What follows belongs to an exercise in optimizing a design on an open flow for small area; a production flow would make more cautious choices. In this exercise RTL edits were held to simulation tests only and were not proved equivalent to the original. Power figures rest on the tool's default switching activity, not on a simulated workload.

Design ninepin_core, start of the top module:
module ninepin_core (
    input  wire        clk,
    input  wire        rst,
    input  wire        step,
    input  wire        trig,
    input  wire        iec_clk,
    input  wire        iec_data,
    input  wire        iec_atn,
    input  wire [31:0] now_us,
    input  wire        rd_req,
    input  wire [31:0] rd_count,
    output wire        data_pull,
    output wire        busy,
    output reg         ev_valid,
    output wire [21:0] ev,
    output wire        rd_busy,
    output wire        rd_valid,
    output wire [15:0] rd_frame,
    output wire        rd_done
);
Size in the first run: ~1600 cells after synthesis, about 720 flip-flops.
clock: 10.0 ns
lec_check: 0
cap_margin: 20
core_margin: 2
core_utilization: 40
slew_margin: 20
standard.sh (not shown) runs the stock make flow with config.mk's settings and CLKGATE_MAP_FILE= SYNTH_SCRIPT=/design/flow/synth_recipe.tcl, a recipe that flattens the netlist after the stock synthesis.
==> flow/flow/run.sh <==
#!/bin/bash
# Own layout flow: the standard ORFS flow (standard.sh) with
#  - the standard synthesis script, but adders left to ABC (no full-adder
#    cell extraction) and an area-oriented ABC mapping script,
#  - port buffers of the smallest buffer cell (every port is still buffered),
#  - clock tree synthesis with clkbuf_8 buffers, small sink clusters and no
#    dummy loads.
# Each tool's full output is in orfs/logs/ (ORFS's per-step logs) and in
# flow_make.log here.
set -euo pipefail
W=$(pwd)
export FLOW_WORK=$W
export MY_ABC_SCRIPT=$W/flow/abc.script
export BUFFER_PORTS_ARGS="-buffer_cell sky130_fd_sc_hd__buf_1"
export CTS_ARGS="-sink_clustering_enable -repair_clock_nets -dont_use_dummy_load -buf_list sky130_fd_sc_hd__clkbuf_8 -sink_clustering_size 18 -sink_clustering_max_diameter 45"
sed "s|SYNTH_SCRIPT=[^ ]*synth_recipe.tcl|SYNTH_SCRIPT=$W/flow/my_synth.tcl ADDER_MAP_FILE=|" standard.sh > my_standard.sh
grep -q "SYNTH_SCRIPT=$W/flow/my_synth.tcl ADDER_MAP_FILE=" my_standard.sh
bash my_standard.sh finish > flow_make.log 2>&1
test -s out/final.def
==> flow/flow/abc.script <==
strash
&get -n
&fraig -x
&put
scorr
dc2
dretime
strash
&get -n
&dch -f
&nf
&put
==> flow/flow/my_synth.tcl <==
# The standard flow's synthesis script (synth_recipe.tcl, unchanged), with the ABC
# technology-mapping script replaced by an area-oriented one.  ABC maps only
# the combinational logic: the registers are mapped by dfflibmap before it,
# so they are exactly those of the standard synthesis.
proc abc {args} {
  set i [lsearch $args -script]
  if {$i >= 0} {
    set args [lreplace $args [expr {$i + 1}] [expr {$i + 1}] $::env(MY_ABC_SCRIPT)]
  }
  yosys abc {*}$args
}
source $::env(FLOW_WORK)/synth_recipe.tcl
The baseline finished with timing, DRC and antenna clean.
Edit:
--- a/flow/flow/abc.script
+++ b/flow/flow/abc.script
@@ -11 +11 @@
-&nf
+&nf -p -R 1000
Settings changed: CORE_UTILIZATION 40 to 65.
Setup slack gets better by 0.28 ns.
Non-clock buffer count fell by 25.
Cell count fell by 10%.
Fmax rose by 3.1%.
Final area fell by 2.8%.
Worst hold slack gets better by 0.010 ns.
Total power fell by 1.8%.

The RTL this note starts from:
==> flow/design.v <==
module ninepin_core (
    input  wire        clk,
    input  wire        rst,
    input  wire        step,
    input  wire        trig,
    input  wire        iec_clk,
    input  wire        iec_data,
    input  wire        iec_atn,
    input  wire [31:0] now_us,
    input  wire        rd_req,
    input  wire [31:0] rd_count,
    output wire        data_pull,
    output wire        busy,
    output reg         ev_valid,
    output wire [21:0] ev,
    output wire        rd_busy,
    output wire        rd_valid,
    output wire [15:0] rd_frame,
    output wire        rd_done
);
    localparam EOI_PULSE_US = 80;
    localparam ST_IDLE0       = 4'b0000;    
    localparam ST_IDLE1       = 4'b0100;    
    localparam ST_IDLE_FRAME  = 4'b0101;    
    localparam ST_IDLE_STO    = 4'b0010;
    localparam ST_IDLE_BTO0   = 4'b0011;
    localparam ST_IDLE_BTO1   = 4'b0111;
    localparam ST_WAIT_START  = 4'b1000;
    localparam ST_BIT_READY   = 4'b1001;
    localparam ST_BIT_SAMPLE  = 4'b1010;
    localparam ST_BIT_RELEASE = 4'b1011;
    genvar i;
    reg [3:0]  st;
    reg [2:0]  idx;
    reg [7:0]  acc;         
    reg        eoi;
    reg [31:0] t_anchor;
    wire in_eoi = st[3] & st[2];
    assign busy      = st[3];
    assign data_pull = in_eoi | (~st[3] & st[2] & ~st[1]);
    wire [13:0] k_pulse    = {st[1:0], eoi, idx, acc};
    wire        abort_flag = (k_pulse[13:8] == 6'd0);
    wire [14:0] bw;                     
    wire [13:0] el;
    assign bw[0] = 1'b0;
    generate for (i = 0; i < 14; i = i + 1) begin : g_el
        assign el[i]   = now_us[i] ^ t_anchor[i] ^ bw[i];
        assign bw[i+1] = (~now_us[i] & t_anchor[i]) |
                         (~(now_us[i] ^ t_anchor[i]) & bw[i]);
    end endgenerate
    wire [18:0] hc;
    wire [17:0] hd;
    assign hc[0] = bw[14];
    generate for (i = 0; i < 18; i = i + 1) begin : g_eh
        assign hd[i]   = now_us[14+i] ^ t_anchor[14+i] ^ hc[i];
        assign hc[i+1] = hc[i] & t_anchor[14+i];
    end endgenerate
    wire el_big = |hd;
    localparam [13:0] C_TO = 14'd10001, C_EOI = 14'd200;
    wire [14:0] b_to, b_eoi, b_k;
    assign b_to[0] = 1'b0; assign b_eoi[0] = 1'b0; assign b_k[0] = 1'b0;
    generate for (i = 0; i < 14; i = i + 1) begin : g_cmp
        if (C_TO[i])  assign b_to[i+1]  = ~el[i] | b_to[i];
        else          assign b_to[i+1]  = ~el[i] & b_to[i];
        if (C_EOI[i]) assign b_eoi[i+1] = ~el[i] | b_eoi[i];
        else          assign b_eoi[i+1] = ~el[i] & b_eoi[i];
        assign b_k[i+1] = (~el[i] & k_pulse[i]) | (~(el[i] ^ k_pulse[i]) & b_k[i]);
    end endgenerate
    wire timed_out = el_big | ~b_to[14];
    wire ge_eoi    = el_big | ~b_eoi[14];
    wire ge_pulse  = el_big | ~b_k[14];
    localparam [13:0] C_PL = EOI_PULSE_US;
    wire [14:0] pc;
    wire [13:0] el_p;
    assign pc[0] = 1'b0;
    generate for (i = 0; i < 14; i = i + 1) begin : g_pl
        if (C_PL[i]) begin
            assign el_p[i]  = ~(el[i] ^ pc[i]);
            assign pc[i+1]  = el[i] | pc[i];
        end else begin
            assign el_p[i]  = el[i] ^ pc[i];
            assign pc[i+1]  = el[i] & pc[i];
        end
    end endgenerate
    wire [13:0] kl = timed_out ? C_PL : el_p;
    wire [9:0]  new_frame = {~iec_atn, eoi, acc};
    reg  [9:0]  wbuf;       
    reg  [5:0]  head;
    always @(posedge clk) begin
        if (rst) begin
            st       <= ST_IDLE0;
            ev_valid <= 1'b0;
            head     <= 6'd0;
        end else begin
            ev_valid <= step;
            if (step) begin
                if (in_eoi) begin
                    if (ge_pulse) begin
                        eoi <= 1'b1;
                        st  <= abort_flag ? ST_IDLE_STO : ST_WAIT_START;
                    end
                end else begin
                    case (st)
                        ST_WAIT_START: begin
                            if (!iec_clk) begin
                                idx      <= 3'd0;
                                t_anchor <= now_us;
                                st       <= ST_BIT_READY;
                            end else if (!eoi && ge_eoi) begin
                                if (timed_out)
                                    t_anchor <= now_us;
                                {st[1:0], eoi, idx, acc} <= kl;
                                st[3:2] <= 2'b11;
                            end else if (timed_out) begin
                                st <= ST_IDLE_STO;
                            end
                        end
                        ST_BIT_READY: begin
                            if (iec_clk)
                                st <= ST_BIT_SAMPLE;
                            else if (timed_out)
                                st <= ST_IDLE_BTO0;
                        end
                        ST_BIT_SAMPLE: begin
                            acc      <= {iec_data, acc[7:1]};
                            t_anchor <= now_us;
                            st       <= ST_BIT_RELEASE;
                        end
                        ST_BIT_RELEASE: begin
                            if (!iec_clk || timed_out) begin
                                if (idx != 3'd7 && !iec_clk) begin
                                    idx      <= idx + 3'd1;
                                    t_anchor <= now_us;
                                    st       <= ST_BIT_READY;
                                end else if (idx != 3'd7) begin
                                    st <= ST_IDLE_BTO1;
                                end else begin
                                    head <= head + 6'd1;
                                    wbuf <= new_frame;
                                    st   <= ST_IDLE_FRAME;
                                end
                            end
                        end
                        default: begin
                            if (!st[3] && trig) begin
                                t_anchor <= now_us;
                                eoi      <= 1'b0;
                                idx      <= 3'd0;
                                st       <= ST_WAIT_START;
                            end else begin
                                st <= {1'b0, data_pull & ~st[3], 2'b00};
                            end
                        end
                    endcase
                end
            end
        end
    end
    wire ev_frame = ~st[3] & ~st[1] & st[0];
    wire ev_bto   = ~st[3] & st[1] & st[0];
    assign ev = {6'd0, wbuf & {10{ev_frame}}, ev_bto & st[2],
                 idx & {3{ev_bto}}, st[1:0] & {2{~st[3]}}};
    reg [3:0]   rot;
    always @(posedge clk) begin
        if (rst) rot <= 4'd0;
        else     rot <= rot + 4'd1;
    end
    wire        wr_here = (head[3:0] == rot);
    wire [1:0]  wring   = head[5:4] - {1'b0, head[3:0] == 4'd0};
    reg [159:0] ring0, ring1, ring2, ring3;
    always @(posedge clk) begin
        ring0 <= {ring0[9:0], (wr_here && wring == 2'd0) ? wbuf : ring0[159:150], ring0[149:10]};
        ring1 <= {ring1[9:0], (wr_here && wring == 2'd1) ? wbuf : ring1[159:150], ring1[149:10]};
        ring2 <= {ring2[9:0], (wr_here && wring == 2'd2) ? wbuf : ring2[159:150], ring2[149:10]};
        ring3 <= {ring3[9:0], (wr_here && wring == 2'd3) ? wbuf : ring3[159:150], ring3[149:10]};
    end
    reg       rd_active;
    reg [5:0] rd_ptr;       
    reg [5:0] tail;
    wire [5:0] rc        = rd_count[6:1];
    wire       req_big   = |rd_count[31:7];
    wire [6:0] t_rc      = {1'b0, tail} + {1'b0, rc};
    wire       h_wrap    = head < tail;
    wire       take_all  = req_big || !(t_rc < {h_wrap, head});
    wire [5:0] rd_next   = rd_ptr + 6'd1;
    always @(posedge clk) begin
        if (rst) begin
            rd_active <= 1'b0;
            tail      <= 6'd0;
        end else if (!rd_active) begin
            if (rd_req) begin
                rd_active <= 1'b1;
                tail      <= take_all ? head : t_rc[5:0];
            end
        end else begin
            if (rd_ptr == tail)
                rd_active <= 1'b0;
        end
    end
    always @(posedge clk)
        rd_ptr <= rd_active ? rd_next : tail;
    wire rd_newest = (rd_next == head);
    wire [3:0] rpos = rd_ptr[3:0] - rot;
    wire [15:0] pos_oh = 16'd1 << rpos;
    wire [3:0]  ring_oh = (4'd1 << rd_ptr[5:4]) & {4{~rd_newest}};
    reg  [9:0] r0, r1, r2, r3;
    integer q;
    always @(*) begin
        r0 = 10'd0; r1 = 10'd0; r2 = 10'd0; r3 = 10'd0;
        for (q = 0; q < 16; q = q + 1) begin
            r0 = r0 | (ring0[q*10 +: 10] & {10{pos_oh[q]}});
            r1 = r1 | (ring1[q*10 +: 10] & {10{pos_oh[q]}});
            r2 = r2 | (ring2[q*10 +: 10] & {10{pos_oh[q]}});
            r3 = r3 | (ring3[q*10 +: 10] & {10{pos_oh[q]}});
        end
    end
    wire [9:0] rword = (r0 & {10{ring_oh[0]}}) | (r1 & {10{ring_oh[1]}}) |
                       (r2 & {10{ring_oh[2]}}) | (r3 & {10{ring_oh[3]}}) |
                       (wbuf & {10{rd_newest}});
    assign rd_busy  = rd_active;
    assign rd_valid = rd_active && (rd_ptr != tail);
    assign rd_done  = rd_active && (rd_ptr == tail);
    assign rd_frame = {6'd0, rword};
endmodule
==> flow/config.mk <==
export PLATFORM = sky130hd
export DESIGN_NAME = ninepin_core
export DESIGN_NICKNAME = ninepin_core
export VERILOG_FILES = /design/flow/design.v
export SDC_FILE = /design/flow/constraint.sdc
export NUM_CORES = 4
export LEC_CHECK = 0
export CAP_MARGIN = 20
export CORE_MARGIN = 2
export CORE_UTILIZATION = 72
export SLEW_MARGIN = 20
==> flow/constraint.sdc <==
create_clock -name core_clock -period 10.0 [get_ports {clk}]
set_input_delay 2.0000 -clock core_clock [delete_from_list [all_inputs] [get_ports {clk}]]
set_output_delay 2.0000 -clock core_clock [all_outputs]
set_load 0.01 [all_outputs]
==> flow/flow/run.sh <==
#!/bin/bash
# Own layout flow: the standard ORFS flow (standard.sh) with
#  - the standard synthesis script, but adders left to ABC (no full-adder
#    cell extraction) and an area-oriented ABC mapping script,
#  - port buffers of the smallest buffer cell (every port is still buffered),
#  - clock tree synthesis with clkbuf_8 buffers, small sink clusters and no
#    dummy loads.
# Each tool's full output is in orfs/logs/ (ORFS's per-step logs) and in
# flow_make.log here.
set -euo pipefail
W=$(pwd)
export FLOW_WORK=$W
export MY_ABC_SCRIPT=$W/flow/abc.script
export BUFFER_PORTS_ARGS="-buffer_cell sky130_fd_sc_hd__buf_1"
export CTS_ARGS="-sink_clustering_enable -repair_clock_nets -dont_use_dummy_load -buf_list sky130_fd_sc_hd__clkbuf_8 -sink_clustering_size 19 -sink_clustering_max_diameter 55 -root_buf sky130_fd_sc_hd__clkbuf_4"
sed "s|SYNTH_SCRIPT=[^ ]*synth_recipe.tcl|SYNTH_SCRIPT=$W/flow/my_synth.tcl ADDER_MAP_FILE=|" standard.sh > my_standard.sh
grep -q "SYNTH_SCRIPT=$W/flow/my_synth.tcl ADDER_MAP_FILE=" my_standard.sh
bash my_standard.sh finish > flow_make.log 2>&1
test -s out/final.def
==> flow/flow/abc.script <==
strash
&get -n
&fraig -x
&put
scorr
dc2
dretime
strash
&get -n
&dch -f
&nf -p -R 1000
&put
Scripts as last shown in full above: flow/flow/my_synth.tcl
Change:
--- a/flow/flow/run.sh
+++ b/flow/flow/run.sh
@@ -13,5 +13,5 @@
 export MY_ABC_SCRIPT=$W/flow/abc.script
 export BUFFER_PORTS_ARGS="-buffer_cell sky130_fd_sc_hd__buf_1"
-export CTS_ARGS="-sink_clustering_enable -repair_clock_nets -dont_use_dummy_load -buf_list sky130_fd_sc_hd__clkbuf_8 -sink_clustering_size 19 -sink_clustering_max_diameter 55 -root_buf sky130_fd_sc_hd__clkbuf_4"
+export CTS_ARGS="-sink_clustering_enable -repair_clock_nets -dont_use_dummy_load -buf_list sky130_fd_sc_hd__clkbuf_8 -sink_clustering_size 18 -sink_clustering_max_diameter 55"
 sed "s|SYNTH_SCRIPT=[^ ]*synth_recipe.tcl|SYNTH_SCRIPT=$W/flow/my_synth.tcl ADDER_MAP_FILE=|" standard.sh > my_standard.sh
 grep -q "SYNTH_SCRIPT=$W/flow/my_synth.tcl ADDER_MAP_FILE=" my_standard.sh
- CORE_UTILIZATION: 72 -> 70
=> Worst hold slack improves by 0.058 ns. Register-to-register slack improves by 0.26 ns. Power rises by 0.89%. Sequential share of layout area falls by 0.11 points. Clock-buffer cell count rises by 1. Clock power rises by about 4%. Via count falls by 0.82%.

==> what the ideal ports hide <==
How much do the figures lean on ideal ports? The routed layouts below were timed once more, with nothing changed but the port constraints. Step 1: set_driving_cell puts a clkbuf_16 on clk and a buf_2 on each other input, an assumption about the parent block. Step 2 times the ports against the registers' clock, not the clock port: input delays grow and output delays shrink by t, the midpoint of the rising clock arrivals with the driver on. Slacks: no drivers / after step 1 / after step 2; pairs: no drivers / after step 1.
run | t, ns | setup slack, ns | worst setup path after step 2
the first run of note 1 | 0.705 | 0.658 / 0.670 / -0.035 | input to register
the second run of note 1 | 0.684 | 0.940 / 0.968 / 0.284 | input to register
the first run of note 2 | 0.760 | 1.008 / 1.032 / 0.271 | input to register
the second run of note 2 | 0.635 | 1.121 / 1.143 / 0.508 | input to register
Met with ideal ports but missed after step 2: setup timing in the first run of note 1. For the first run of note 2, which loses most, drivers alone change the setup slack by +0.024 ns; drivers and shift together by -0.737 ns.
